Source: an optimization exercise on an open RTL-to-GDS flow (aim: small area). Production flows keep margins and buffers that such runs may drop.
RTL that was checked went through simulation tests only; none was proved equivalent to the original.
The RTL of runs 3 to 5 was laid out without a check of its function.
Power and IR drop assume default switching activity.

## design/flow/config.mk

```make
export PLATFORM = sky130hd
export DESIGN_NAME = pfe
export DESIGN_NICKNAME = pfe
export VERILOG_FILES = /design/flow/design.v
export SDC_FILE = /design/flow/constraint.sdc
export NUM_CORES = 4
export LEC_CHECK = 0
export CAP_MARGIN = 20
export CORE_MARGIN = 2
export CORE_UTILIZATION = 70
export CTS_CLUSTER_DIAMETER = 100
export CTS_CLUSTER_SIZE = 30
export SLEW_MARGIN = 20
```

## design/flow/constraint.sdc

```tcl
create_clock -name core_clock -period 17.0 [get_ports {clk}]
set_input_delay 3.4000 -clock core_clock [delete_from_list [all_inputs] [get_ports {clk}]]
set_output_delay 3.4000 -clock core_clock [all_outputs]
set_load 0.01 [all_outputs]
```

## design/flow/design.v

```verilog
module pfe (
    input  wire        clk,
    input  wire        rst,
    input  wire        cmd_valid,
    output wire        cmd_ready,
    input  wire [63:0] cmd,
    output wire        rsp_valid,
    output wire [63:0] rsp,
    output wire        mem_en,
    output wire        mem_we,
    output wire [11:0] mem_addr,
    output wire [7:0]  mem_wdata,
    input  wire [7:0]  mem_rdata
);
    localparam [3:0] OP_NOP = 4'h0, OP_SIZE = 4'h1, OP_START = 4'h2, OP_CONVERT = 4'h3,
                     OP_ENCODE = 4'h4, OP_ENDROW = 4'h5, OP_FINISH = 4'h6, OP_ABORT = 4'h7,
                     OP_RDREG = 4'h8, OP_RDBUF = 4'h9;
    localparam [1:0] ST_IDLE = 2'd0, ST_ACTIVE = 2'd1, ST_DONE = 2'd2, ST_ERROR = 2'd3;
    localparam [4:0] S_IDLE = 5'd0,
                     S_LD   = 5'd1,    
                     S_MA   = 5'd2,    
                     S_MB   = 5'd3,    
                     S_CM   = 5'd4,    
                     S_LT   = 5'd5,    
                     S_MT   = 5'd6,    
                     S_TR   = 5'd7,    
                     S_DV0  = 5'd8,    
                     S_DV   = 5'd9,    
                     S_WT   = 5'd10,   
                     S_EF   = 5'd11,   
                     S_EN   = 5'd12,   
                     S_EB   = 5'd13,   
                     S_EW   = 5'd14,   
                     S_ER   = 5'd15,   
                     S_SR   = 5'd16,   
                     S_RD   = 5'd17;   
    localparam [2:0] RC_OK = 3'd0, RC_FAULT = 3'd7;
    reg  [5:0] sp;
    wire [3:0] ph  = sp[3:0];
    wire p0  = (ph == 4'd0);
    wire p15 = (ph == 4'd15);
    wire f0  = (sp == 6'd0);
    wire f63 = (sp == 6'd63);
    wire w0  = (sp[5:4] == 2'd0);
    reg [15:0] WIDTH, HEIGHT, FRAMES, TROWS, SIZE, CUR, COL, ROW;
    reg [15:0] tW, tH, tF;
    reg [63:0] P;
    reg [1:0]  FMT, TMODE;
    reg        INV, LE, DITHER;
    reg [1:0]  STATE;
    reg [2:0]  ERRCLASS;
    reg [7:0]  ERRINFO;
    reg        WARN, ALPHASRC;
    reg        Z;              
    reg [4:0]  seq;
    reg        stm;            
    reg [5:0]  cnt;
    reg        d1, d2, cy;     
    reg        mx, mc, cw;     
    reg        big, blo;       
    reg [2:0]  code;
    reg [3:0]  rsel;           
    reg [6:0]  tcfg;           
    reg        fl;             
    reg        fa, fb;         
    reg        ca, cb;         
    reg        zs;
    reg        s_rt, s_cw, s_cs, s_cz;
    wire idle = (seq == S_IDLE);
    wire resp = f63 && (seq == S_SR || seq == S_RD || seq == S_TR
                        || (seq == S_MB && cnt == 6'd33 && !stm));
    assign rsp_valid = resp;
    assign cmd_ready = f63 & (idle | resp);
    wire acc = cmd_ready & cmd_valid;
    wire fault_rsp = (code == RC_FAULT);
    assign rsp = {fault_rsp, (code != RC_OK) & ~fault_rsp,
                  fault_rsp ? {ERRCLASS, ERRINFO} : {8'd0, code},
                  1'b0, P[50:1]};
    wire e_rt = s_rt & (ROW[0] == TROWS[0]);
    wire e_cw = s_cw & (COL[0] == WIDTH[0]);
    wire e_cs = s_cs & (CUR[0] == SIZE[0]);
    wire e_cz = s_cz & ~COL[0];
    always @(posedge clk) begin
        sp   <= rst ? 6'd0 : sp + 6'd1;
        s_rt <= (p0 | s_rt) & (ROW[0] == TROWS[0]);
        s_cw <= (p0 | s_cw) & (COL[0] == WIDTH[0]);
        s_cs <= (p0 | s_cs) & (CUR[0] == SIZE[0]);
        s_cz <= (p0 | s_cz) & ~COL[0];
    end
    wire [3:0]  op      = cmd[63:60];
    wire [15:0] c_w     = cmd[47:32];
    wire [15:0] c_h     = cmd[31:16];
    wire [15:0] c_f     = cmd[15:0];
    reg illegal;
    always @(*) begin
        case (op)
            OP_NOP, OP_ENDROW, OP_FINISH: illegal = (cmd[59:0] != 60'd0);
            OP_SIZE:    illegal = (cmd[55:48] != 8'd0) || (cmd[57:56] == 2'd3);
            OP_START:   illegal = (cmd[52:48] != 5'd0) || (cmd[57:56] == 2'd3);
            OP_CONVERT: illegal = (cmd[59:1] != 59'd0);
            OP_ENCODE:  illegal = (cmd[59:32] != 28'd0);
            OP_ABORT, OP_RDREG: illegal = (cmd[59:8] != 52'd0);
            OP_RDBUF:   illegal = (cmd[59:50] != 10'd0);
            default:    illegal = 1'b1;
        endcase
    end
    wire c_zero = (c_w == 16'd0) || (c_h == 16'd0) || (c_f == 16'd0);
    reg [2:0] legal_err;
    always @(*) begin
        if (cmd[59:58] == 2'd0 && cmd[57:56] == 2'd2)                    legal_err = 3'd1;
        else if (cmd[55] && cmd[59:58] != 2'd0 && cmd[57:56] != 2'd2)    legal_err = 3'd2;
        else if (cmd[54] && cmd[59:58] != 2'd2)                          legal_err = 3'd3;
        else                                                             legal_err = 3'd0;
    end
    wire active = (STATE == ST_ACTIVE);
    wire bin    = (FMT == 2'd0);
    wire gray   = (FMT == 2'd1);
    wire [1:0] layout = bin ? 2'd0 : gray ? 2'd1 : 2'd2;
    wire [10:0] errw = {ERRCLASS, ERRINFO};
    wire [6:0]  cfgw = {DITHER, LE, INV, TMODE, FMT};
    reg sbit;
    always @(*) begin
        case (rsel)
            4'd0:  sbit = (ph[3:1] == 3'd0) & STATE[ph[0]];
            4'd1:  sbit = (ph < 4'd11) & errw[ph];
            4'd2:  sbit = (ph[3:1] == 3'd0) & (ph[0] ? ALPHASRC : WARN);
            4'd3:  sbit = (ph < 4'd7) & cfgw[ph[2:0]];
            4'd4:  sbit = WIDTH[0];
            4'd5:  sbit = HEIGHT[0];
            4'd6:  sbit = FRAMES[0];
            4'd7:  sbit = TROWS[0];
            4'd8:  sbit = SIZE[0];
            4'd9:  sbit = CUR[0];
            4'd10: sbit = bin & (ph < 4'd3) & COL[0];
            4'd11: sbit = COL[0];
            4'd12: sbit = ROW[0];
            4'd13: sbit = (ph[3:1] == 3'd0) & layout[ph[0]];
            default: sbit = 1'b0;
        endcase
        if (Z && rsel[3:1] != 3'd0) sbit = 1'b0;
        if (!w0) sbit = 1'b0;
    end
    wire [1:0] t_fmt = tcfg[6:5];
    wire [1:0] t_tm  = tcfg[4:3];
    wire in_ld = (seq == S_LD);
    wire k1 = !in_ld || t_fmt[1] == 1'b0 || (t_fmt == 2'd2 && t_tm == 2'd2)
                     || (t_fmt == 2'd3 && t_tm != 2'd2);
    wire k2 = in_ld && ((t_fmt == 2'd2) || (t_fmt == 2'd3 && t_tm != 2'd2));
    wire k4 = in_ld && (t_fmt == 2'd3 && t_tm == 2'd2);
    wire f_bit = w0 & tF[0];
    wire s1 = k1 & f_bit;
    wire s2 = k2 & d1;
    wire s4 = k4 & d2;
    wire x_str = s1 ^ s2 ^ s4 ^ cy;
    wire in_ma = (seq == S_MA) || (seq == S_MT);
    wire in_mb = (seq == S_MB);
    wire ma_bit = (sp >= 6'd17) && (sp <= 6'd32) && tH[15];
    wire wb3    = (sp <= 6'd45) & tW[2];                   
    wire mb_bit = (t_fmt == 2'd0) ? ((sp >= 6'd33) && (sp <= 6'd46) && (wb3 ^ cw))
                                  : ((sp >= 6'd33) && (sp <= 6'd48) && tW[15]);
    wire m_bit  = mx & (in_ma ? ma_bit : mb_bit);
    wire p_nx   = ~f63 & P[1];                             
    wire m_sum  = p_nx ^ m_bit ^ (~f0 & mc);
    wire m_cy   = (p_nx & m_bit) | ((p_nx ^ m_bit) & ~f0 & mc);
    wire       bb = tF[0] ^ INV;
    wire       ck = (TMODE == 2'd1);
    wire       am = (TMODE == 2'd2);
    wire fa_n = gray ? (tF[7:0] != 8'hFF) : (ck & ~tF[7]);
    wire fb_n = gray ? (tF[15:8] == 8'h01)
              : ck & ((FMT == 2'd2) ? (tH[15:11] == 5'd0 && tH[7:2] == 6'd1 && tF[15:11] == 5'd0)
                                    : (tH == 16'h0001 && tF[15:8] == 8'd0));
    wire [2:0] k = ph[2:0];
    wire [1:0] j = sp[5:4];
    wire fa_e = (seq == S_EF && f0) ? fa_n : fa;
    wire fb_e = (seq == S_EF && f0) ? fb_n : fb;
    wire hi565 = ~fa_e & ((k < 3'd3) ? tH[5] : tH[8]);
    wire lo565 = fa_e ? (k == 3'd5) : (k < 3'd5) ? tF[11] : (~fb_e & tH[13]);
    wire a_bit = tF[0] ^ INV;
    reg  fbit;
    always @(*) begin
        case (FMT)
            2'd1: begin
                if (am && fa_e) fbit = tF[0];
                else fbit = INV ^ (ck ? (fa_e ? (k == 3'd0) : (~fb_e & tF[8])) : tF[8]);
            end
            2'd2: begin
                case (j)
                    2'd0:    fbit = LE ? lo565 : hi565;
                    2'd1:    fbit = LE ? hi565 : lo565;
                    default: fbit = a_bit;
                endcase
            end
            default: begin
                case (j)
                    2'd0:    fbit = ~fa_e & tH[8];
                    2'd1:    fbit = fa_e ? (k == 3'd0) : (~fb_e & tH[0]);
                    2'd2:    fbit = ~fa_e & tF[8];
                    default: fbit = a_bit;
                endcase
            end
        endcase
    end
    wire [2:0] nbytes = gray ? 3'd1 : 3'd2 + {2'd0, FMT[0]} + {2'd0, am};
    wire in_en = (seq == S_EN);
    wire in_ef = (seq == S_EF);
    wire in_eb = (seq == S_EB);
    wire in_ew = (seq == S_EW);
    wire in_er = (seq == S_ER);
    wire in_rd = (seq == S_RD);
    wire in_cm = (seq == S_CM);
    wire bit0  = (COL[2:0] == 3'd0);           
    wire [7:0] mask = 8'h80 >> COL[2:0];       
    wire rmw_now = !bit0 && bb;                
    wire wr_en = in_en && p0 && ({1'b0, j} < nbytes);
    assign mem_en    = wr_en || (in_rd && sp == 6'd16) || (f0 && (in_ew || (in_eb && (bit0 || bb))));
    assign mem_we    = wr_en || (f0 && (in_ew || (in_eb && bit0)));
    assign mem_addr  = in_rd ? tF[11:0] : CUR[11:0];
    assign mem_wdata = in_ew ? (P[7:0] | mask) : in_eb ? {bb, 7'd0} : P[7:0];
    wire ld_rd = (sp == 6'd1) && in_eb && fl;
    wire ld_rb = (sp == 6'd17) && in_rd && fl;
    reg ca_init, cb_init;
    always @(*) begin
        ca_init = 1'b0;
        cb_init = 1'b0;
        if (in_en) begin
            ca_init = ({1'b0, j} < nbytes);
            cb_init = w0;
        end else if (in_eb) begin
            ca_init = !rmw_now && (COL[2:0] == 3'd7);
            cb_init = !rmw_now;
        end else if (in_ew) begin
            ca_init = (COL[2:0] == 3'd7);
            cb_init = 1'b1;
        end else if (in_er) begin
            ca_init = bin && !bit0;
            cb_init = 1'b1;
        end
    end
    wire inc_pass = in_en || (w0 && (in_eb || in_ew || in_er));
    wire ca_in = p0 ? ca_init : ca;
    wire cb_in = p0 ? cb_init : cb;
    wire bw_in = ~p0 & cb;
    wire dv_d  = tW[0] ^ HEIGHT[0] ^ bw_in;
    wire dv_bo = (~tW[0] & HEIGHT[0]) | (~(tW[0] ^ HEIGHT[0]) & bw_in);
    wire zs_in = p0 | zs;
    wire lt_in = ~p0 & ca;
    wire lt_o  = (~tF[0] & SIZE[0]) | (~(tF[0] ^ SIZE[0]) & lt_in);
    wire cmw = in_cm & w0;
    reg  p_in;
    always @(*) begin
        case (seq)
            S_SR:                 p_in = sbit;
            S_RD:                 p_in = 1'b0;
            S_LD, S_LT:           p_in = x_str;
            S_MA, S_MB, S_MT:     p_in = m_sum;
            S_TR:                 p_in = w0 & SIZE[0];
            S_EF:                 p_in = ph[3] ? P[0] : fbit;
            default:              p_in = ld_rd ? mem_rdata[1] : P[0];
        endcase
    end
    always @(posedge clk) begin
        WIDTH  <= {cmw ? tW[0] : WIDTH[0],  WIDTH[15:1]};
        HEIGHT <= {cmw ? tH[0] : HEIGHT[0], HEIGHT[15:1]};
        FRAMES <= {cmw ? tF[0] : FRAMES[0], FRAMES[15:1]};
        SIZE   <= {cmw ? P[0]  : SIZE[0],   SIZE[15:1]};
        TROWS  <= {((seq == S_TR) && w0) ? P[0] : TROWS[0], TROWS[15:1]};
        CUR    <= {~cmw & (CUR[0] ^ (inc_pass & ca_in)), CUR[15:1]};
        COL    <= {~cmw & ~(in_er & w0) & (COL[0] ^ (inc_pass & ~in_er & cb_in)), COL[15:1]};
        ROW    <= {~cmw & (ROW[0] ^ (inc_pass & in_er & cb_in)), ROW[15:1]};
        if (acc) begin
            tW <= c_w;
            tH <= c_h;
            tF <= c_f;
        end else begin
            tW <= {(seq == S_DV0) ? ROW[0] : (seq == S_DV) ? dv_d : tW[0], tW[15:1]};
            tH <= {tH[0], tH[15:1]};
            tF <= {tF[0], tF[15:1]};
        end
        P <= {p_in, P[63:1]};
        if (ld_rd) begin
            P[62]  <= mem_rdata[0];
            P[5:0] <= mem_rdata[7:2];
        end
        if (ld_rb) P[53:46] <= mem_rdata;
    end
    task automatic answer(input [2:0] rc);
        begin
            code <= rc;
            rsel <= 4'd15;
            seq  <= S_SR;
        end
    endtask
    task automatic fault(input [2:0] cls, input [7:0] info);
        begin
            STATE    <= ST_ERROR;
            ERRCLASS <= cls;
            ERRINFO  <= info;
            answer(RC_FAULT);
        end
    endtask
    always @(posedge clk) begin
        ca <= inc_pass ? (CUR[0] & ca_in) : lt_o;
        cb <= in_er ? (ROW[0] & cb_in) : inc_pass ? (COL[0] & cb_in) : dv_bo;
        zs <= zs_in & ~tW[0];
        d1 <= f_bit;
        d2 <= d1;
        cy <= ~f63 & ((s1 & s2) | (cy & (s1 | s2)));
        mc <= m_cy;
        if (f0) mx <= P[0];
        cw <= (sp == 6'd32) ? (tW[2:0] != 3'd0) : (cw & wb3);
        if (sp < 6'd12) blo <= (~f0 & blo) | m_sum;
        big <= (sp < 6'd12) ? 1'b0 : (sp == 6'd12) ? (m_sum & blo) : (big | m_sum);
        case (seq)
            S_LD: if (f63) seq <= S_MA;
            S_LT: if (f63) seq <= S_MT;
            S_MA, S_MT: begin
                if (f63) begin
                    cnt <= cnt + 6'd1;
                    if (cnt == 6'd17) begin
                        cnt <= 6'd0;
                        if (seq == S_MA) seq <= S_MB;
                        else begin
                            rsel <= 4'd8;
                            seq  <= S_TR;
                        end
                    end
                end
            end
            S_MB: begin
                if (f63) begin
                    cnt <= cnt + 6'd1;
                    if (cnt == 6'd33) begin
                        cnt <= 6'd0;
                        if (!stm) begin
                            seq <= S_IDLE;
                        end else if (big) begin
                            fault(3'd2, 8'd2);
                        end else begin
                            seq <= S_CM;
                        end
                    end
                end
            end
            S_CM: begin
                if (f63) begin
                    FMT <= t_fmt; TMODE <= t_tm; INV <= tcfg[2]; LE <= tcfg[1];
                    DITHER <= tcfg[0];
                    WARN <= 1'b0; ALPHASRC <= 1'b0;
                    ERRCLASS <= 3'd0; ERRINFO <= 8'd0;
                    STATE <= ST_ACTIVE;
                    Z   <= 1'b0;
                    seq <= S_LT;
                end
            end
            S_TR: if (f63) seq <= S_IDLE;
            S_DV0: if (p15) seq <= S_DV;
            S_DV: begin
                if (p15 && dv_bo) begin
                    if (zs_in & ~tW[0]) begin
                        ALPHASRC <= tF[1] && FMT[1] == 1'b0;
                        if (gray && tF[1]) begin
                            WARN  <= 1'b1;
                            TMODE <= 2'd2;
                        end
                        rsel <= 4'd13;
                        seq  <= S_WT;
                    end else begin
                        STATE    <= ST_ERROR;
                        ERRCLASS <= 3'd4;
                        ERRINFO  <= 8'd5;
                        code     <= RC_FAULT;
                        rsel     <= 4'd15;
                        seq      <= S_WT;
                    end
                end
            end
            S_WT: if (f63) seq <= S_SR;
            S_EF: begin
                if (f0) begin
                    fa <= fa_n;
                    fb <= fb_n;
                end
                if (f63) seq <= S_EN;
            end
            S_EN: if (f63) seq <= S_SR;
            S_EB: begin
                if (f0) fl <= rmw_now;
                if (f63) seq <= fl ? S_EW : S_SR;
            end
            S_EW, S_ER: if (f63) seq <= S_SR;
            S_SR: if (f63) seq <= S_IDLE;
            S_RD: begin
                if (sp == 6'd15) begin
                    fl <= lt_o;
                    if (!lt_o) code <= 3'd3;
                end
                if (f63) seq <= S_IDLE;
            end
            default: ;
        endcase
        begin
            begin
                if (acc) begin
                    cnt  <= 6'd0;
                    tcfg <= cmd[59:53];
                    code <= RC_OK;
                    rsel <= 4'd9;
                    if (illegal) begin
                        answer(3'd1);
                    end else begin
                        case (op)
                            OP_NOP: answer(RC_OK);
                            OP_SIZE: begin
                                if (c_zero) answer(3'd5);
                                else begin
                                    stm <= 1'b0;
                                    seq <= S_LD;
                                end
                            end
                            OP_START: begin
                                if (active)                  answer(3'd2);
                                else if (c_zero)             fault(3'd1, 8'd4);
                                else if (legal_err != 3'd0)  fault(3'd1, {5'd0, legal_err});
                                else begin
                                    stm <= 1'b1;
                                    seq <= S_LD;
                                end
                            end
                            OP_CONVERT: begin
                                if (!active)               answer(3'd2);
                                else if (!e_cz || e_rt)    fault(3'd4, 8'd5);
                                else                       seq <= S_DV0;
                            end
                            OP_ENCODE: begin
                                if (!active)   answer(3'd2);
                                else if (e_rt) fault(3'd4, 8'd3);
                                else if (e_cw) fault(3'd4, 8'd1);
                                else           seq <= bin ? S_EB : S_EF;
                            end
                            OP_ENDROW: begin
                                if (!active)    answer(3'd2);
                                else if (!e_cw) fault(3'd4, 8'd2);
                                else            seq <= S_ER;
                            end
                            OP_FINISH: begin
                                if (!active)                answer(3'd2);
                                else if (!e_rt || !e_cz)    fault(3'd4, 8'd4);
                                else if (!e_cs)             fault(3'd2, 8'd1);
                                else begin
                                    STATE <= ST_DONE;
                                    seq   <= S_SR;
                                end
                            end
                            OP_ABORT: begin
                                if (!active) answer(3'd2);
                                else         fault(3'd3, cmd[7:0]);
                            end
                            OP_RDREG: begin
                                if (cmd[7:0] > 8'd13) answer(3'd4);
                                else begin
                                    rsel <= cmd[3:0];
                                    seq  <= S_SR;
                                end
                            end
                            default: begin  
                                if (STATE != ST_DONE)         answer(3'd2);
                                else if (cmd[49:16] != 34'd0) answer(3'd3);
                                else                          seq <= S_RD;
                            end
                        endcase
                    end
                end
            end
        end
        if (rst) begin
            seq       <= S_IDLE;
            STATE     <= ST_IDLE;
            ERRCLASS  <= 3'd0;
            ERRINFO   <= 8'd0;
            Z         <= 1'b1;
        end
    end
endmodule
```

## design/flow/flow/run.sh

```bash
#!/bin/bash
# Layout flow: the standard ORFS flow, with the port buffers made of the
# smallest buffer cell. Each make run's full output goes to its own log here.
set -euo pipefail
export BUFFER_PORTS_ARGS="-buffer_cell sky130_fd_sc_hd__buf_1"
bash standard.sh synth > log_synth.txt 2>&1
bash standard.sh finish > log_finish.txt 2>&1
```

## design/flow/standard.sh

```bash
#!/bin/bash
# synth_recipe.tcl (not shown) runs the flow's synth.tcl, then flattens the netlist and writes it again
# the make line also repeats each setting of config.mk as NAME=value (left out here)
make -C /OpenROAD-flow-scripts/flow DESIGN_CONFIG=/design/flow/config.mk WORK_HOME=/design/flow/orfs CLKGATE_MAP_FILE= SYNTH_SCRIPT=/design/flow/synth_recipe.tcl "${@:-finish}"
```

==> results of run 1 <==
-- critical path: cells and delay by family (launching register included) --
kind | cells | cell delay, ns
AO/OA/AOI/OAI | 2 | 0.55
buffers and inverters | 1 | 0.16
flip-flops | 1 | 0.70
AND/OR/NAND/NOR | 2 | 1.15
-- cell usage in the layout, fill, tap and decap left out, types with 10 or more instances in the layout --
master	instances
a21oi_1	57
a31oi_1	13
and2_1	14
and3_1	10
buf_1	161
clkbuf_16	15
dfxtp_1	284
edfxtp_1	29
ha_1	16
inv_1	41
mux2_2	29
nand2_1	204
nand2b_1	18
nand3_1	27
nand4_1	18
nor2_1	85
nor2b_1	25
nor3_1	22
nor4_1	24
o21ai_0	64
xnor2_1	11
-- path summary, 6_finish.rpt --
| kind | from | end | slack [ns] | depth (start not counted) |
|---|---|---|---|---|
| max | seq[0] | mem_en | 10.55 | 5 |
| min | FRAMES[5] | FRAMES[4] | 0.33 | 0 |
| max reg2reg | sp[0] | seq[2] | 12.49 | 11 |
| min reg2reg | FRAMES[5] | FRAMES[4] | 0.33 | 0 |
-- power breakdown --
group	internal, mW	total (mW)	switching [mW]
Clock	0.165	0.384	0.219
Sequential	0.786	0.823	0.0373
Combinational	0.0685	0.183	0.114
-- cells by family (layout without fill, tap and decap cells) --
family | Yosys count | in the layout | synth area share
AO/OA/AOI/OAI | 265 | 265 | 0.147
XOR/XNOR | 18 | 18 | 0.0126
buffers and inverters | 151 | 231 | 0.0654
other | 1 | 1 | 0.000301
AND/OR/NAND/NOR | 498 | 498 | 0.193
multiplexers | 41 | 41 | 0.0388
adder cells (fa/ha/maj) | 17 | 17 | 0.0176
flip-flops | 313 | 313 | 0.525
-- through the flow --
step | instance area, sq um | total power, mW
6_report | 13200 | 1.39
3_5_place_dp | 12800 | 1.01
2_1_floorplan | 12500 | 0.955
4_1_cts | 13200 | 1.39
3_3_place_gp | 12800 | 1.01
5_1_grt | 13200 | 1.43
-- cell type report --
| type | instances | area (sq um) |
|---|---|---|
| inverters | 43 | 161 |
| well taps | 225 | 282 |
| clock buffers | 18 | 387 |
| repair buffers | 169 | 664 |
| clock inverters | 1 | 20.0 |
| flip-flops and latches | 313 | 6560 |
| fillers | 1189 | 4180 |
| multi-input cells | 840 | 5100 |
-- metal layers --
metal,track usage,vias to the layer above
li1,-,4687
met2,0.541,620
met4,0.116,0
met3,0.0629,92
met1,0.472,4651
met5,0,-
==> run summary, run 1 <==
outcome finished clean; Mapped Area 0.0125 sq mm; HPWL after DPL 23500 um; non-filler cells, final between 1500 and 2000; DRT iter0 DRCs between 1000 and 1500; EDFF count, synth 29; routed wl met2 14700 um; per-cell routed wire length 20.1 um; Root Buffer Master clkbuf_16; total number of vias 10050; Max Fclk approximately 0.15 GHz; CTS tree yes; hold_buf cts 0; Row Count 48; Pre-antenna DRT Iters 6; met3 wire len roughly 3400 um; Final Hold Vio Count 0; syn_area_per_cell approximately 9.6 sq um; Worst path slowest cell dfxtp_1; Syn. warnings 1; Critical Path RT approximately 14 ns; worst hold slack between 0.3 and 0.4 ns; initial antenna violation count 0; crit path DAT about 3 ns; Area growth syn-to-layout 5.60%; CP endpoint kind primary output; asr flop ratio synth 0; Net Count, Synth between 1000 and 1500; DRT antenna net count 0; top-count cell post-synth dfxtp_1; final worst-path cycle share 0.380; first-pass GRT wire length 49600 um; clock latency (worst-skew pair) 0.51 ns; max reg flops 64; LEAKAGE approximately 5.2 nW; Setup Skew about 0.034 ns; min Tclk post-route 6.45 ns; max cap viols 0; final global-route overflow total 0; full die area about 0.019 sq mm; CP Max Fanout 18; CTS Sinks between 300 and 400; top layer in use met4; area leader, netlist dfxtp_1; relative slew slack 0.360; setup bufs post-CTS 0; Setup TNS 0 ns; Synth Register Bits ~310; GRT Util Overall 0.341; Die W ~140 um; Clock Path Buffers 3; Finished Core Util 0.759; DRC 0; max incr delay on CP around 0.70 ns; Synth area leaders dfxtp_1 (46%), edfxtp_1 (7.0%), nand2_1 (6.1%), buf_4 (3.2%), mux2_2 (2.6%); Vias/cell 6.25; Placement Setup Slack 10.42 ns; synth unique cells slightly above 90; final setup fails 0; largest net degree at the start of global routing between 60 and 70; placed cells approximately 1600; Inserted Clock Buffers 14; cts repair resizes 0; Synth top cells by count dfxtp_1 (284), nand2_1 (204), nor2_1 (85); Top FF cell, synth dfxtp_1; Buffers on Ports 161; share of cells above drive strength 1 0.0607; PwrDens approximately 110 mW/mm^2; # nets final about 1500; count of pins over their slew limit 0; path type of the worst setup path flop to primary output; vias in the first global route roughly 9200; register area share after synthesis 0.525; CTS HTree Levels 1; die height around 140 um; crit path launch type flop; clock-pin slew on the worst setup and hold paths 0.11 ns; post-synth top area share 0.456; Critical Path, Cell by Cell nor3b_1 -> nand2_1 -> o21ai_0 -> a31o_2 -> buf_1; final WL about 32000 um; RSZ-0062 raised after global routing false; wire length on met1 around 13000 um; HP Class flop to flop; Core ar. 0.0174 sq mm; Syn Inst Count between 1000 and 1500; slack of the critical path 10.55 ns; Starting Density 0.719; GP Congestion between 0.9 and 1; ANT cells 0; Worst-Margin Slew around 0.95 ns; Ports roughly 160; Top reg by flops P; VDD IR-drop max about 0.00012 V
==> run 2: changes to the inputs <==
--- a/design/flow/config.mk
+++ b/design/flow/config.mk
@@ -8,6 +8,4 @@
 export CAP_MARGIN = 20
 export CORE_MARGIN = 2
 export CORE_UTILIZATION = 70
-export CTS_CLUSTER_DIAMETER = 100
-export CTS_CLUSTER_SIZE = 30
 export SLEW_MARGIN = 20
==> run summary, run 2 <==
Area growth syn-to-layout 10.2%; per-cell routed wire length 21.0 um (+4.6%); Inserted Clock Buffers 29 (+15); worst hold slack 0.297 ns (-0.0380 ns); Post-Synth Simple-Gate Area 0.193 (unchanged); overall power 1.67 mW (+20%); post-synthesis compound-gate area fraction 0.147 (unchanged); clock-pin slew on the worst setup and hold paths 0.07 ns (-0.04 ns); Mapped Area 0.0125 sq mm (unchanged); crit path launch type flop; CTS Sinks 313 (unchanged); Net Count, Synth 1396 (unchanged); max cap viols 0 (unchanged); Starting Density 0.719 (unchanged); clock power share 0.396 (+0.119); Syn. warnings 1 (unchanged); Syn Inst Count 1304 (unchanged); min Tclk post-route 6.78 ns (+0.329 ns); Pre-antenna DRT Iters 19 (+13); power share of the sequential group 0.493 (-0.099); Final Hold Vio Count 0 (unchanged); final global-route overflow total 0 (unchanged); Root Buffer Master clkbuf_16; Vias/cell 6.32 (+1.2%); relative slew slack 0.340 (-0.0196); DRC 0 (unchanged); first-pass GRT wire length 53400 um (+7.7%); top-count cell post-synth dfxtp_1; adder-cell area share of the yosys netlist 0.0176 (unchanged); DRT iter0 DRCs 1561 (+14%); grt peak-use layer met2; XOR/XNOR share of the synthesized area 0.0126 (unchanged); Setup Skew 0.0291 ns (-0.00498 ns); final setup fails 0 (unchanged); GR Layer Usage met2 0.556 (+0.0144); HP Class flop to flop; die height 138 um (unchanged); Buffers on Ports 161 (unchanged); PwrDens 122 mW/mm^2 (+15%); asr flop ratio synth 0 (unchanged); outcome finished clean; VDD IR-drop max 0.000157 V (+28%); Clock Path Buffers 3 (unchanged); Net Sw Frac 0.262 (-0.00483); final worst-path cycle share 0.399 (+0.0194); Worst-Margin Slew 0.981 ns (+0.0291 ns); CP endpoint kind primary output; post-synth top area share 0.456 (unchanged); share of cells above drive strength 1 0.0811 (+0.0204); final WL 34600 um (+7.0%); commonest cells after routing, fill and taps aside dfxtp_1 (284), nand2_1 (204), buf_1 (161); Synth Register Bits 313 (unchanged); total number of vias 10402 (+3.5%); synth unique cells 92 (unchanged); Core ar. 0.0174 sq mm (unchanged); setup bufs post-CTS 0 (unchanged); GP Congestion 0.959 (unchanged); HPWL after DPL 23500 um (unchanged); DRT antenna net count 0 (unchanged); Die W 138 um (unchanged); Synth top cells by count dfxtp_1 (284), nand2_1 (204), nor2_1 (85); most common cell after layout, fill and taps aside dfxtp_1; LEAKAGE 5.47 nW (+5.6%); Top FF cell, synth dfxtp_1; cts repair resizes 0 (unchanged); CTS HTree Levels 1 (unchanged); GR Util met1 0.490 (+0.0180); met3 Use GR 0.119 (+0.0563); hold_buf cts 0 (unchanged); RSZ-0062 raised after global routing false; path type of the worst setup path flop to primary output; Synth area leaders dfxtp_1 (46%), edfxtp_1 (7.0%), nand2_1 (6.1%), buf_4 (3.2%), mux2_2 (2.6%); Sw Pwr 438 uW (+18%); placed cells 1590 (unchanged); count of pins over their slew limit 0 (unchanged); Top reg by flops P; vias in the first global route 9681 (+5.3%); syn_area_per_cell 9.57 sq um (unchanged); Row Count 48 (unchanged); # nets final 1488 (+1.0%); full die area 0.0189 sq mm (unchanged); EDFF count, synth 29 (unchanged); Max Fclk 0.147 GHz (-4.9%); GRT Util Overall 0.372 (+0.0305); Ports 163 (unchanged); Critical Path RT 13.60 ns (about the same); crit path DAT 3.38 ns (+0.33 ns); mux cell area share after synthesis 0.0388 (unchanged); internal power 1.24 mW (+21%); register area share after synthesis 0.525 (unchanged); CP Max Fanout 20 (+2); area leader, netlist dfxtp_1; non-filler cells, final 1646 (+2.3%); initial antenna violation count 2 (+2); clock latency (worst-skew pair) 0.57 ns (+0.06 ns); largest net degree at the start of global routing 68 (unchanged); largest family of logic cells by synthesized area simple AND/OR/NAND/NOR gates; max reg flops 64 (unchanged); Setup TNS 0 ns (unchanged); CTS tree yes; Combinational Power Share 0.111 (-0.020); Finished Core Util 0.792 (+0.0334)
## run 2: per-stage QoR
step,worst slack [ns],area [sq um]
floorplan,11.20,12500
global placement,10.53,12800
detailed placement,10.42,12800
CTS,10.60,13700
global route,10.01,13700
finish,10.22,13800
## run 2: logic make-up (layout without fill, tap and decap cells)
group                    Yosys count  in the layout
AO/OA/AOI/OAI                    265            265
adder cells (fa/ha/maj)           17             17
XOR/XNOR                          18             18
multiplexers                      41             41
AND/OR/NAND/NOR                  498            498
flip-flops                       313            313
other                              1              4
buffers and inverters            151            265
## run 2: worst max-delay path, cell delays in order, from the launching register on
cell and delay, ns:
dfxtp_1 0.79, nand3b_1 0.39, nor2_1 0.47, o21ai_0 0.39
a21oi_1 0.42, a31o_2 0.19, buf_1 0.16
## run 2: per-layer routing
layer	routed length, um	up-vias
li1	-	4742
met1	13400	4753
met2	15200	731
met3	4090	176
met4	1840	0
met5	0	-
## run 2: cell type report
class                      instances  area (sq um)
multi-input combinational        840          5100
sequential                       313          6560
antenna                            3          7.51
tap                              225           282
timing repair buffer             169           664
fill                            1098          3600
clock buffer                      38           801
clock inverter                    15           178
inverter                          43           161
## run 2: power groups by stage
| stage | clock (mW) | combinational (mW) | sequential, mW |
|---|---|---|---|
| final | 0.664 | 0.186 | 0.825 |
| after global routing | 0.692 | 0.199 | 0.829 |
| after CTS | 0.666 | 0.180 | 0.823 |
| after detailed placement | 0 | 0.176 | 0.837 |
| after global placement | 0 | 0.175 | 0.836 |
| after floorplan | 0 | 0.141 | 0.815 |
## run 2: final timing paths
kind                                start        end  slack [ns]  cells past startpoint
worst max-delay path               seq[2]     mem_en       10.22                      6
worst min-delay path            WIDTH[15]  WIDTH[14]        0.30                      0
worst max register to register      sp[0]     seq[2]       12.43                     11
worst min register to register  WIDTH[15]  WIDTH[14]        0.30                      0
==> run 3: changes to the inputs <==
--- a/design/flow/design.v
+++ b/design/flow/design.v
@@ -33,7 +33,9 @@
                      S_EW   = 5'd14,   
                      S_ER   = 5'd15,   
                      S_SR   = 5'd16,   
-                     S_RD   = 5'd17;   
+                     S_RD   = 5'd17,   
+                     S_FD0  = 5'd18,   
+                     S_FD   = 5'd19;   
     localparam [2:0] RC_OK = 3'd0, RC_FAULT = 3'd7;
     reg  [5:0] sp;
     wire [3:0] ph  = sp[3:0];
@@ -42,7 +44,7 @@
     wire f0  = (sp == 6'd0);
     wire f63 = (sp == 6'd63);
     wire w0  = (sp[5:4] == 2'd0);
-    reg [15:0] WIDTH, HEIGHT, FRAMES, TROWS, SIZE, CUR, COL, ROW;
+    reg [15:0] WIDTH, HEIGHT, TROWS, SIZE, CUR, COL, ROW;    
     reg [15:0] tW, tH, tF;
     reg [63:0] P;
     reg [1:0]  FMT, TMODE;
@@ -127,7 +129,7 @@
             4'd3:  sbit = (ph < 4'd7) & cfgw[ph[2:0]];
             4'd4:  sbit = WIDTH[0];
             4'd5:  sbit = HEIGHT[0];
-            4'd6:  sbit = FRAMES[0];
+            4'd6:  sbit = tH[0];                   
             4'd7:  sbit = TROWS[0];
             4'd8:  sbit = SIZE[0];
             4'd9:  sbit = CUR[0];
@@ -212,12 +214,11 @@
     wire [7:0] mask = 8'h80 >> COL[2:0];       
     wire rmw_now = !bit0 && bb;                
     wire wr_en = in_en && p0 && ({1'b0, j} < nbytes);
-    assign mem_en    = wr_en || (in_rd && sp == 6'd16) || (f0 && (in_ew || (in_eb && (bit0 || bb))));
+    assign mem_en    = wr_en || (sp == 6'd16 && (in_rd || (in_eb && fl))) || (f0 && (in_ew || (in_eb && bit0)));
     assign mem_we    = wr_en || (f0 && (in_ew || (in_eb && bit0)));
-    assign mem_addr  = in_rd ? tF[11:0] : CUR[11:0];
+    assign mem_addr  = in_rd ? tF[11:0] : CUR[11:0];    
     assign mem_wdata = in_ew ? (P[7:0] | mask) : in_eb ? {bb, 7'd0} : P[7:0];
-    wire ld_rd = (sp == 6'd1) && in_eb && fl;
-    wire ld_rb = (sp == 6'd17) && in_rd && fl;
+    wire ld_rb = (sp == 6'd17) && (in_rd || in_eb) && fl;
     reg ca_init, cb_init;
     always @(*) begin
         ca_init = 1'b0;
@@ -243,6 +244,8 @@
     wire dv_d  = tW[0] ^ HEIGHT[0] ^ bw_in;
     wire dv_bo = (~tW[0] & HEIGHT[0]) | (~(tW[0] ^ HEIGHT[0]) & bw_in);
     wire zs_in = p0 | zs;
+    wire in_fd = (seq == S_FD);
+    wire fd_inc = tH[0] ^ (p0 | ca);
     wire lt_in = ~p0 & ca;
     wire lt_o  = (~tF[0] & SIZE[0]) | (~(tF[0] ^ SIZE[0]) & lt_in);
     wire cmw = in_cm & w0;
@@ -255,13 +258,12 @@
             S_MA, S_MB, S_MT:     p_in = m_sum;
             S_TR:                 p_in = w0 & SIZE[0];
             S_EF:                 p_in = ph[3] ? P[0] : fbit;
-            default:              p_in = ld_rd ? mem_rdata[1] : P[0];
+            default:              p_in = P[0];
         endcase
     end
     always @(posedge clk) begin
         WIDTH  <= {cmw ? tW[0] : WIDTH[0],  WIDTH[15:1]};
         HEIGHT <= {cmw ? tH[0] : HEIGHT[0], HEIGHT[15:1]};
-        FRAMES <= {cmw ? tF[0] : FRAMES[0], FRAMES[15:1]};
         SIZE   <= {cmw ? P[0]  : SIZE[0],   SIZE[15:1]};
         TROWS  <= {((seq == S_TR) && w0) ? P[0] : TROWS[0], TROWS[15:1]};
         CUR    <= {~cmw & (CUR[0] ^ (inc_pass & ca_in)), CUR[15:1]};
@@ -272,15 +274,12 @@
             tH <= c_h;
             tF <= c_f;
         end else begin
-            tW <= {(seq == S_DV0) ? ROW[0] : (seq == S_DV) ? dv_d : tW[0], tW[15:1]};
-            tH <= {tH[0], tH[15:1]};
+            tW <= {(seq == S_DV0) ? ROW[0] : (seq == S_FD0) ? TROWS[0]
+                   : (seq == S_DV || in_fd) ? dv_d : tW[0], tW[15:1]};
+            tH <= {in_fd ? fd_inc : tH[0], tH[15:1]};
             tF <= {tF[0], tF[15:1]};
         end
         P <= {p_in, P[63:1]};
-        if (ld_rd) begin
-            P[62]  <= mem_rdata[0];
-            P[5:0] <= mem_rdata[7:2];
-        end
         if (ld_rb) P[53:46] <= mem_rdata;
     end
     task automatic answer(input [2:0] rc);
@@ -299,9 +298,9 @@
         end
     endtask
     always @(posedge clk) begin
-        ca <= inc_pass ? (CUR[0] & ca_in) : lt_o;
+        ca <= inc_pass ? (CUR[0] & ca_in) : in_fd ? (tH[0] & (p0 | ca)) : lt_o;
         cb <= in_er ? (ROW[0] & cb_in) : inc_pass ? (COL[0] & cb_in) : dv_bo;
-        zs <= zs_in & ~tW[0];
+        zs <= zs_in & ~(in_fd ? dv_d : tW[0]);
         d1 <= f_bit;
         d2 <= d1;
         cy <= ~f63 & ((s1 & s2) | (cy & (s1 | s2)));
@@ -375,6 +374,8 @@
                 end
             end
             S_WT: if (f63) seq <= S_SR;
+            S_FD0: if (p15) seq <= S_FD;
+            S_FD: if (p15 && zs_in && !dv_d) seq <= S_WT;
             S_EF: begin
                 if (f0) begin
                     fa <= fa_n;
@@ -459,7 +460,7 @@
                                 if (cmd[7:0] > 8'd13) answer(3'd4);
                                 else begin
                                     rsel <= cmd[3:0];
-                                    seq  <= S_SR;
+                                    seq  <= (cmd[3:0] == 4'd6 && !Z) ? S_FD0 : S_SR;
                                 end
                             end
                             default: begin  
==> design/flow/flow/run.sh (replaced) <==
#!/bin/bash
# Layout flow: the standard ORFS flow, with the port buffers made of the
# smallest buffer cell and power recovery (downsizing on paths with slack)
# after global routing. Each make run's full output goes to its own log here.
set -euo pipefail
export BUFFER_PORTS_ARGS="-buffer_cell sky130_fd_sc_hd__buf_1"
export RECOVER_POWER=100
bash standard.sh synth > log_synth.txt 2>&1
bash standard.sh finish > log_finish.txt 2>&1
--- a/design/flow/config.mk
+++ b/design/flow/config.mk
@@ -8,4 +8,6 @@
 export CAP_MARGIN = 20
 export CORE_MARGIN = 2
 export CORE_UTILIZATION = 70
+export CTS_CLUSTER_DIAMETER = 80
+export CTS_CLUSTER_SIZE = 24
 export SLEW_MARGIN = 20
==> run summary, run 3 <==
synth unique cells 82 (-11%); CP endpoint kind flop; overall power 1.48 mW (-12%); Placement Setup Slack 10.63 ns (+0.218 ns); PwrDens 112 mW/mm^2 (-7.8%); Syn. warnings 1 (unchanged); min Tclk post-route 6.84 ns (+0.0604 ns); Inserted Clock Buffers 16 (-45%); LEAKAGE 5.15 nW (-5.7%); crit path DAT 7.25 ns (+3.87 ns); CTS Sinks 297 (-5.1%); area leader, netlist dfxtp_1; Critical Path, Cell by Cell buf_1 -> or4_1 -> or2_2 -> o311ai_0 -> o21ai_0 -> a21oi_1 -> a31oi_1 -> a22o_1; per-cell routed wire length 21.5 um (+2.6%); most common cell after layout, fill and taps aside dfxtp_1; largest net degree at the start of global routing 56 (-18%); CTS HTree Levels 1 (unchanged); CP Max Fanout 9 (-55%); Synth Register Bits 297 (-5.1%); top-count cell post-synth dfxtp_1; Area growth syn-to-layout 5.92%; GRT Util Overall 0.372 (about the same); final WL 35600 um (+3.2%); Core ar. 0.0173 sq mm (-0.35%); Die W 137 um (-0.23%); cts repair resizes 0 (unchanged); CTS tree yes; register area share after synthesis 0.502 (-0.0233); GP Congestion 0.951 (-0.81%); Final Hold Vio Count 0 (unchanged); Top reg by flops P; max reg flops 64 (unchanged); max cap viols 4 (+4); max incr delay on CP 1.46 ns (+0.67 ns); clock-pin slew on the worst setup and hold paths 0.09 ns (+0.02 ns); count of pins over their slew limit 127 (+127); final global-route overflow total 0 (unchanged); Root Buffer Master clkbuf_16; initial antenna violation count 2 (unchanged); hold_buf cts 0 (unchanged); VDD IR-drop max 0.000153 V (-2.2%); die height 137 um (-0.23%); slack of the critical path 10.16 ns (-0.0604 ns); DRT antenna net count 0 (unchanged); crit path launch type input pin; Net Count, Synth 1443 (+3.4%); first-pass GRT wire length 53900 um (+0.98%); ANT cells 0 (-3); Critical Path RT 17.40 ns (+3.80 ns); # nets final 1517 (+1.9%); asr flop ratio synth 0 (unchanged); Syn Inst Count 1350 (+3.5%); DRT iter0 DRCs 1220 (-22%); Synth area leaders dfxtp_1 (43%), edfxtp_1 (7.0%), nand2_1 (6.4%), buf_4 (3.1%), a21oi_1 (2.9%); total number of vias 10822 (+4.0%); Setup Skew 0.0218 ns (-0.00732 ns); Worst-Margin Slew 2.28 ns (+1.29 ns); Worst path slowest cell o311ai_0; Max Fclk 0.146 GHz (-0.88%); Pre-antenna DRT Iters 8 (-11); Vias/cell 6.54 (+3.5%); RSZ-0062 raised after global routing false; Mapped Area 0.0124 sq mm (-0.48%); EDFF count, synth 29 (unchanged); full die area 0.0188 sq mm (-0.46%); path type of the worst setup path input pin to flop; relative slew slack -0.517 (-0.857); vias in the first global route 9957 (+2.9%); Clock Path Buffers 3 (unchanged); HPWL after DPL 24900 um (+5.8%); HP Class flop to flop; syn_area_per_cell 9.20 sq um (-3.9%); Row Count 48 (unchanged); commonest cells after routing, fill and taps aside dfxtp_1 (268), nand2_1 (214), buf_1 (156); Synth top cells by count dfxtp_1 (268), nand2_1 (213), nor2_1 (89); final setup fails 0 (unchanged); Top FF cell, synth dfxtp_1; post-synth top area share 0.432 (-0.0236); clock latency (worst-skew pair) 0.51 ns (-0.06 ns); share of cells above drive strength 1 0.0469 (-0.0342); final worst-path cycle share 0.403 (+0.00355); DRC 0 (unchanged); setup bufs post-CTS 0 (unchanged); Setup TNS 0 ns (unchanged); Starting Density 0.718 (-0.000976); Ports 163 (unchanged); Buffers on Ports 161 (unchanged); outcome finished with violations; SO Viols capacitance limit, slew limit
## run 3: cell types whose count changed after synthesis, moves of 8 or more
cell      delta
a21oi_1     +14
a31oi_1     +12
clkbuf_1    +14
dfxtp_1     -16
nand2_1      +9
nor3_1      +13
o21ai_0      -8
## run 3: per-layer routing
layer | GRT usage | vias up | share of wire
met2 | 0.582 | 820 | 0.45
met4 | 0.185 | 0 | 0.050
li1 | - | 4865 | -
met3 | 0.0728 | 160 | 0.12
met5 | 0 | - | 0
met1 | 0.493 | 4977 | 0.38
## run 3: worst max-delay path: cells and delay by family
kind            cells  cell delay [ns]
compound gates      5             2.71
buf+inv             1             0.09
simple gates        2             1.03
## run 3: cell type report
cell class | count | area, sq um
Sequential cell | 297 | 6240
Multi-Input combinational cell | 901 | 5360
Fill cell | 1239 | 4140
Timing Repair Buffer | 172 | 672
Clock buffer | 22 | 454
Tap cell | 225 | 282
Inverter | 36 | 135
Clock inverter | 2 | 16.3
## run 3: cells by family (layout without fill, tap and decap cells)
kind of cell | Yosys count | in the layout | synth area share
AOI/OAI and AO/OA | 275 | 275 | 0.147
xor gates and xnor gates | 18 | 18 | 0.0127
adders and majority gates | 18 | 18 | 0.0187
buffers and inverters | 152 | 232 | 0.0617
DFF | 297 | 297 | 0.502
muxes | 39 | 39 | 0.0367
other | 1 | 1 | 0.000302
and+or+nand+nor | 550 | 550 | 0.220
## run 3: power by group
| part | switching [mW] | internal [mW] | total (mW) |
|---|---|---|---|
| Combinational | 0.147 | 0.0768 | 0.224 |
| Sequential | 0.0526 | 0.786 | 0.838 |
| Clock | 0.224 | 0.190 | 0.414 |
## run 3: path summary, 6_finish.rpt
path / start / end / slack, ns / depth (start not counted)
worst max-delay path: cmd[7] / ERRINFO[4] / 10.16 / 8
worst min-delay path: HEIGHT[8] / HEIGHT[7] / 0.33 / 0
worst max register to register: seq[1] / ERRINFO[4] / 11.20 / 8
worst min register to register: HEIGHT[8] / HEIGHT[7] / 0.33 / 0
## run 3: metrics by stage
stage | area [sq um] | utilization | hold WS [ns] | instances
2_1_floorplan | 12400 | - | 0.310 | 1350
3_3_place_gp | 12800 | 0.737 | 0.310 | 1631
3_5_place_dp | 12800 | 0.737 | 0.312 | 1631
4_1_cts | 13200 | 0.765 | 0.333 | 1655
5_1_grt | 13200 | 0.760 | 0.340 | 1655
6_report | 13200 | 0.760 | 0.325 | 1655
==> run 4: changes to the inputs <==
--- a/design/flow/config.mk
+++ b/design/flow/config.mk
@@ -8,6 +8,7 @@
 export CAP_MARGIN = 20
 export CORE_MARGIN = 2
 export CORE_UTILIZATION = 70
-export CTS_CLUSTER_DIAMETER = 80
-export CTS_CLUSTER_SIZE = 24
+export CTS_BUF_LIST = sky130_fd_sc_hd__clkbuf_8
+export CTS_CLUSTER_DIAMETER = 60
+export CTS_CLUSTER_SIZE = 16
 export SLEW_MARGIN = 20
==> run summary, run 4 <==
outcome finished with violations; SO Viols capacitance limit, slew limit; ANT cells 0 (unchanged); Combinational Power Share 0.155 (+0.003); reg2reg start seq[1]; Reg2Reg Depth 8 (unchanged); Setup TNS 0 ns (unchanged); CP endpoint kind primary output; register area share after synthesis 0.502 (unchanged); largest net degree at the start of global routing 56 (unchanged); CP startpoint seq[2]; Synth area leaders dfxtp_1 (43%), edfxtp_1 (7.0%), nand2_1 (6.4%), buf_4 (3.1%), a21oi_1 (2.9%); Setup Skew 0.0262 ns (+0.00434 ns); Root Buffer Master clkbuf_8; commonest cells after routing, fill and taps aside dfxtp_1 (268), nand2_1 (214), buf_1 (156); total number of vias 10731 (-0.84%); final setup fails 0 (unchanged); Pre-antenna DRT Iters 9 (+1); overall power 1.43 mW (-3.3%); clock latency (worst-skew pair) 0.57 ns (+0.06 ns); area leader, netlist dfxtp_1; CTS HTree Levels 1 (unchanged); Sw Pwr 424 uW (+0.11%); share of cells above drive strength 1 0.0534 (+0.00654); Final Hold Vio Count 0 (unchanged); clock-pin slew on the worst setup and hold paths 0.10 ns (about the same); Critical Path RT 13.60 ns (-3.80 ns); vias in the first global route 9648 (-3.1%); Net Count, Synth 1443 (unchanged); crit path launch type flop; Net Sw Frac 0.297 (+0.0100); HPWL after DPL 24900 um (unchanged); synth unique cells 82 (unchanged); min Tclk post-route 6.86 ns (+0.0127 ns); Top reg by flops P; hold_sp ROW[1]; Starting Density 0.718 (unchanged); internal power 1.00 mW (-4.6%); EDFF count, synth 29 (unchanged); Crit path max-delay family simple AND/OR/NAND/NOR gates; # fillers 1260 (+1.7%); max reg flops 64 (unchanged); Buffers on Ports 161 (unchanged); relative slew slack -0.541 (-0.0238); Worst-Margin Slew 2.31 ns (+0.0357 ns); Final Cell Area 0.0131 sq mm (-0.40%); asr flop ratio synth 0 (unchanged); Core ar. 0.0173 sq mm (unchanged); power share of the sequential group 0.586 (+0.018); Area growth syn-to-layout 5.50%; post-synth top area share 0.432 (unchanged); CTS tree yes; first-pass GRT wire length 51900 um (-3.8%); top-count cell post-synth dfxtp_1; final WL 34300 um (-3.7%); final worst-path cycle share 0.403 (+0.000747); most common cell after layout, fill and taps aside dfxtp_1; syn_area_per_cell 9.20 sq um (unchanged); Hold Path End ROW[0]; final global-route overflow total 0 (unchanged); dpl cell area 0.0128 sq mm (unchanged); worst flop-to-flop path endpoint ERRINFO[4]; path type of the worst setup path flop to primary output; R2R Setup Slk 11.20 ns (about the same); VDD IR-drop max 0.0000918 V (-40%); cts repair resizes 0 (unchanged); Inserted Clock Buffers 24 (+8); Mapped Area 0.0124 sq mm (unchanged); Worst path slowest cell and3_1; count of pins over their slew limit 127 (unchanged); Vias/cell 6.44 (-1.6%); Hold Crit Depth 0 (unchanged); full die area 0.0188 sq mm (unchanged); initial antenna violation count 1 (-1); per-cell routed wire length 20.6 um (-4.4%); GRT Util Overall 0.357 (-0.0149); non-filler cells, final 1667 (+0.73%); Row Count 48 (unchanged); DRC 0 (unchanged); Top FF cell, synth dfxtp_1; Synth Register Bits 297 (unchanged); Syn. warnings 1 (unchanged); GP Congestion 0.951 (unchanged); Syn Inst Count 1350 (unchanged); Die W 137 um (unchanged); max incr delay on CP 1.01 ns (-0.45 ns); CP Max Fanout 23 (+14); Synth top cells by count dfxtp_1 (268), nand2_1 (213), nor2_1 (89); hold_buf cts 0 (unchanged); Max Fclk 0.146 GHz (-0.19%); die height 137 um (unchanged); PwrDens 109 mW/mm^2 (-2.9%); DRT antenna net count 0 (unchanged); LEAKAGE 5.16 nW (+0.15%); placed cells 1631 (unchanged); max cap viols 4 (unchanged); DRT iter0 DRCs 1493 (+22%); CP Buf/Inv Count 1 (unchanged); Clock Path Buffers 3 (unchanged); RSZ-0062 raised after global routing false; # nets final 1525 (+0.53%); setup bufs post-CTS 0 (unchanged); HP Class flop to flop; Critical Path, Cell by Cell nor3_1 -> and3_1 -> mux2_2 -> buf_1; CTS Sinks 297 (unchanged); Ports 163 (unchanged); crit path DAT 3.46 ns (-3.79 ns); clock power share 0.259 (-0.021)
-- run 4: cell counts after synthesis --
No cell type changed its count.
-- run 4: cells by family after synthesis --
family | Yosys count | synth area share
multiplexers | 39 | 0.0367
AO/OA/AOI/OAI | 275 | 0.147
adder cells (fa/ha/maj) | 18 | 0.0187
other | 1 | 0.000302
flip-flops | 297 | 0.502
AND/OR/NAND/NOR | 550 | 0.220
XOR/XNOR | 18 | 0.0127
buffers and inverters | 152 | 0.0617
-- run 4: routing by layer --
metal  GRT usage  routed length, um  vias to the layer above
li1            -                  -                     4882
met1       0.499              13400                     4948
met2       0.552              15500                      759
met3      0.0548               3840                      142
met4       0.153               1580                        0
met5           0                  0                        -
-- run 4: worst max path at each step --
stage                        to  slack [ns]  depth (start not counted)
CTS                 mem_addr[1]       10.26                          4
global route        mem_addr[1]       10.05                          4
global placement    ERRCLASS[1]       10.67                          8
finish              mem_addr[1]       10.14                          4
detailed placement  ERRCLASS[1]       10.63                          8
floorplan            ERRINFO[7]       11.25                          8
-- run 4: worst register-to-register path: stages (launching register included) --
cell      delay, ns
dfxtp_1        0.90
or3b_1         0.47
or4_4          0.54
o221ai_1       0.60
nand3_2        0.12
clkbuf_1       0.88
nor4_1         1.38
a31oi_1        0.45
a22o_1         0.36
-- run 4: cell type report --
cell class	instances	area, sq um	area share
clock buffer	25	344	0.0263
multi-input combinational	901	5360	0.409
timing repair buffer	172	672	0.0513
clock inverter	11	73.8	0.00564
sequential	297	6240	0.476
tap	225	282	0.0215
inverter	36	135	0.0103
-- run 4: power by group through the flow --
stage | Clock (mW) | Sequential, mW | Combinational, mW
3_5_place_dp | 0 | 0.850 | 0.218
5_1_grt | 0.396 | 0.845 | 0.238
6_report | 0.370 | 0.836 | 0.221
2_1_floorplan | 0 | 0.826 | 0.193
3_3_place_gp | 0 | 0.845 | 0.213
4_1_cts | 0.372 | 0.835 | 0.219
-- run 4: through the flow --
step | utilization | hold slack, ns | setup WS (ns)
2_1_floorplan | - | 0.310 | 11.25
3_3_place_gp | 0.737 | 0.310 | 10.67
3_5_place_dp | 0.737 | 0.312 | 10.63
4_1_cts | 0.762 | 0.332 | 10.26
5_1_grt | 0.757 | 0.329 | 10.05
6_report | 0.757 | 0.330 | 10.14
==> run 5: changes to the inputs <==
==> design/flow/flow/run.sh (replaced) <==
#!/bin/bash
# Layout flow: the standard ORFS flow, with the port buffers made of the
# smallest buffer cell. Each make run's full output goes to its own log here.
set -euo pipefail
export BUFFER_PORTS_ARGS="-buffer_cell sky130_fd_sc_hd__buf_1"
bash standard.sh synth > log_synth.txt 2>&1
bash standard.sh finish > log_finish.txt 2>&1
==> run summary, run 5 <==
outcome finished clean; total number of vias 10714 (-0.16%); final worst-path cycle share 0.404 (+0.000541); Sw Pwr 426 uW (+0.60%); full die area 0.0188 sq mm (unchanged); Post-Synth Simple-Gate Area 0.220 (unchanged); Synth top cells by count dfxtp_1 (268), nand2_1 (213), nor2_1 (89); EDFF count, synth 29 (unchanged); Top FF cell, synth dfxtp_1; vias in the first global route 9648 (unchanged); first-pass GRT wire length 51900 um (unchanged); Pre-antenna DRT Iters 7 (-2); Final Hold Vio Count 0 (unchanged); PwrDens 109 mW/mm^2 (-0.20%); LEAKAGE 5.20 nW (+0.82%); CP endpoint kind primary output; GP Congestion 0.951 (unchanged); internal power 1.01 mW (+0.26%); cts repair resizes 0 (unchanged); Mapped Area 0.0124 sq mm (unchanged); Combinational Power Share 0.158 (+0.003); Reg2Reg Depth 17 (+9); DRT antenna net count 0 (unchanged); commonest cells after routing, fill and taps aside dfxtp_1 (268), nand2_1 (213), buf_1 (161); Worst-Margin Slew 1.11 ns (-1.20 ns); share of cells above drive strength 1 0.0631 (+0.00971); max reg flops 64 (unchanged); Core ar. 0.0173 sq mm (unchanged); crit path DAT 3.46 ns (about the same); die height 137 um (unchanged); Vias/cell 6.43 (-0.16%); post-synthesis compound-gate area fraction 0.147 (unchanged); final global-route overflow total 0 (unchanged); synth unique cells 82 (unchanged); setup bufs post-CTS 0 (unchanged); largest net degree at the start of global routing 56 (unchanged); XOR/XNOR share of the synthesized area 0.0127 (unchanged); Die W 137 um (unchanged); path type of the worst setup path flop to primary output; initial antenna violation count 1 (unchanged); Setup TNS 0 ns (unchanged); Hold Crit Depth 0 (unchanged); reg2reg start sp[1]; hold_buf cts 0 (unchanged); relative slew slack 0.259 (+0.800); Syn Inst Count 1350 (unchanged); final WL 34300 um (-0.15%); DRC 0 (unchanged); clock-pin slew on the worst setup and hold paths 0.10 ns (about the same); Root Buffer Master clkbuf_8; Area growth syn-to-layout 6.10%; syn_area_per_cell 9.20 sq um (unchanged); clock latency (worst-skew pair) 0.58 ns (about the same); min Tclk post-route 6.86 ns (+0.00920 ns); HPWL after DPL 24900 um (unchanged); register area share after synthesis 0.502 (unchanged); Row Count 48 (unchanged); power share of the sequential group 0.583 (-0.003); ANT cells 0 (unchanged); max cap viols 0 (-4); Buffers on Ports 161 (unchanged); clock power share 0.259 (about the same); VDD IR-drop max 0.0000918 V (about the same); CTS HTree Levels 1 (unchanged); mux cell area share after synthesis 0.0367 (unchanged); hold_sp P[55]; Starting Density 0.718 (unchanged); CP Max Fanout 23 (unchanged); post-synth top area share 0.432 (unchanged); CTS tree yes; Setup Skew 0.0315 ns (+0.00532 ns); Top reg by flops P; Hold Path End P[54]; Net Sw Frac 0.298 (+0.000700); most common cell after layout, fill and taps aside dfxtp_1; area leader, netlist dfxtp_1; HP Class flop to flop; Max Fclk 0.146 GHz (-0.13%); asr flop ratio synth 0 (unchanged); crit path launch type flop; Net Count, Synth 1443 (unchanged); GRT Util Overall 0.357 (unchanged); final setup fails 0 (unchanged); count of pins over their slew limit 0 (-100%); adder-cell area share of the yosys netlist 0.0187 (unchanged); RSZ-0062 raised after global routing false; Inserted Clock Buffers 24 (unchanged); Clock Path Buffers 3 (unchanged); worst flop-to-flop path endpoint P[63]; R2R Setup Slk 12.39 ns (+1.19 ns); largest family of logic cells by synthesized area simple AND/OR/NAND/NOR gates; Synth Register Bits 297 (unchanged); CTS Sinks 297 (unchanged); # nets final 1525 (unchanged); Synth area leaders dfxtp_1 (43%), edfxtp_1 (7.0%), nand2_1 (6.4%), buf_4 (3.1%), a21oi_1 (2.9%); Ports 163 (unchanged); DRT iter0 DRCs 1296 (-13%); Critical Path RT 13.60 ns (about the same); Syn. warnings 1 (unchanged); top-count cell post-synth dfxtp_1; per-cell routed wire length 20.6 um (-0.15%); Finished Core Util 0.762 (+0.00427)
run 5: cell counts after synthesis:
Identical to the previous run, type by type.
run 5: power by group through the flow:
stage / Combinational [mW] / Sequential, mW / Clock [mW]
final: 0.226 / 0.836 / 0.371
after global routing: 0.243 / 0.845 / 0.396
after CTS: 0.219 / 0.835 / 0.372
after detailed placement: 0.218 / 0.850 / 0
after global placement: 0.213 / 0.845 / 0
after floorplan: 0.193 / 0.826 / 0
run 5: cell families after synthesis:
group,count (synthesis)
adders and majority gates,18
DFF,297
and+or+nand+nor,550
other,1
AOI/OAI and AO/OA,275
xor gates and xnor gates,18
buffers and inverters,152
muxes,39
run 5: how the worst max path moves through the flow:
stage | start | endpoint | slack, ns | cells after the start
6_report | seq[2] | mem_addr[1] | 10.14 | 4
5_1_grt | seq[2] | mem_addr[1] | 10.05 | 4
4_1_cts | seq[2] | mem_addr[1] | 10.26 | 4
3_5_place_dp | cmd[22] | ERRCLASS[1] | 10.63 | 8
3_3_place_gp | cmd[43] | ERRCLASS[1] | 10.67 | 8
2_1_floorplan | cmd[7] | ERRINFO[7] | 11.25 | 8
run 5: worst max-delay path: stages, from the launching register on:
cell and delay, ns:
dfxtp_1 0.61, nor3_1 0.68, and3_1 1.00, mux2_2 0.43
buf_1 0.16
run 5: per-stage QoR:
stage	hold WS (ns)	instances	cell area, sq um	total power [mW]	setup WS, ns
floorplan	0.310	1350	12400	1.02	11.25
global placement	0.310	1631	12800	1.06	10.67
detailed placement	0.312	1631	12800	1.07	10.63
CTS	0.332	1667	13200	1.43	10.26
global route	0.329	1667	13200	1.48	10.05
finish	0.332	1667	13200	1.43	10.14
run 5: routing by layer:
metal / wire (um) / share of wire / global-route usage / vias up
li1: - / - / - / 4886
met1: 13500 / 0.39 / 0.499 / 4945
met2: 15400 / 0.45 / 0.552 / 730
met3: 3710 / 0.11 / 0.0548 / 153
met4: 1650 / 0.048 / 0.153 / 0
met5: 0 / 0 / 0 / -
run 5: final cells by class:
cell class	count	area (sq um)
tap	225	282
sequential	297	6240
clock buffer	25	344
timing repair buffer	172	687
inverter	36	135
multi-input combinational	901	5420
fill	1251	4120
clock inverter	11	73.8

[separate check: timing with driven ports]
Ports are ideal in the flow. The routed layouts listed here were re-timed in OpenROAD. Step 1, drivers: a clkbuf_16 drives clk and a buf_2 each remaining input, both assumed. Step 2 also shifts input and output timing later by t, the mid clock arrival at the registers, as if the neighbouring blocks saw the same clock. a / b / c = ideal / step 1 / step 2; a / b = the first two.
| run | shift t [ns] | slack for setup (ns) | worst register clock-pin slew, ns |
|---|---|---|---|
| run 1 | 0.539 | 10.547 / 10.503 / 10.331 | 0.12 / 0.12 |
| run 2 | 0.603 | 10.218 / 10.170 / 10.341 | 0.07 / 0.07 |
| run 3 | 0.542 | 10.157 / 10.111 / 9.642 | 0.10 / 0.10 |
| run 4 | 0.602 | 10.145 / 10.104 / 9.653 | 0.11 / 0.11 |
| run 5 | 0.602 | 10.136 / 10.095 / 10.523 | 0.11 / 0.11 |
The setup slack of run 3, which loses most, moves by -0.046 ns with the drivers and by -0.515 ns with both steps.
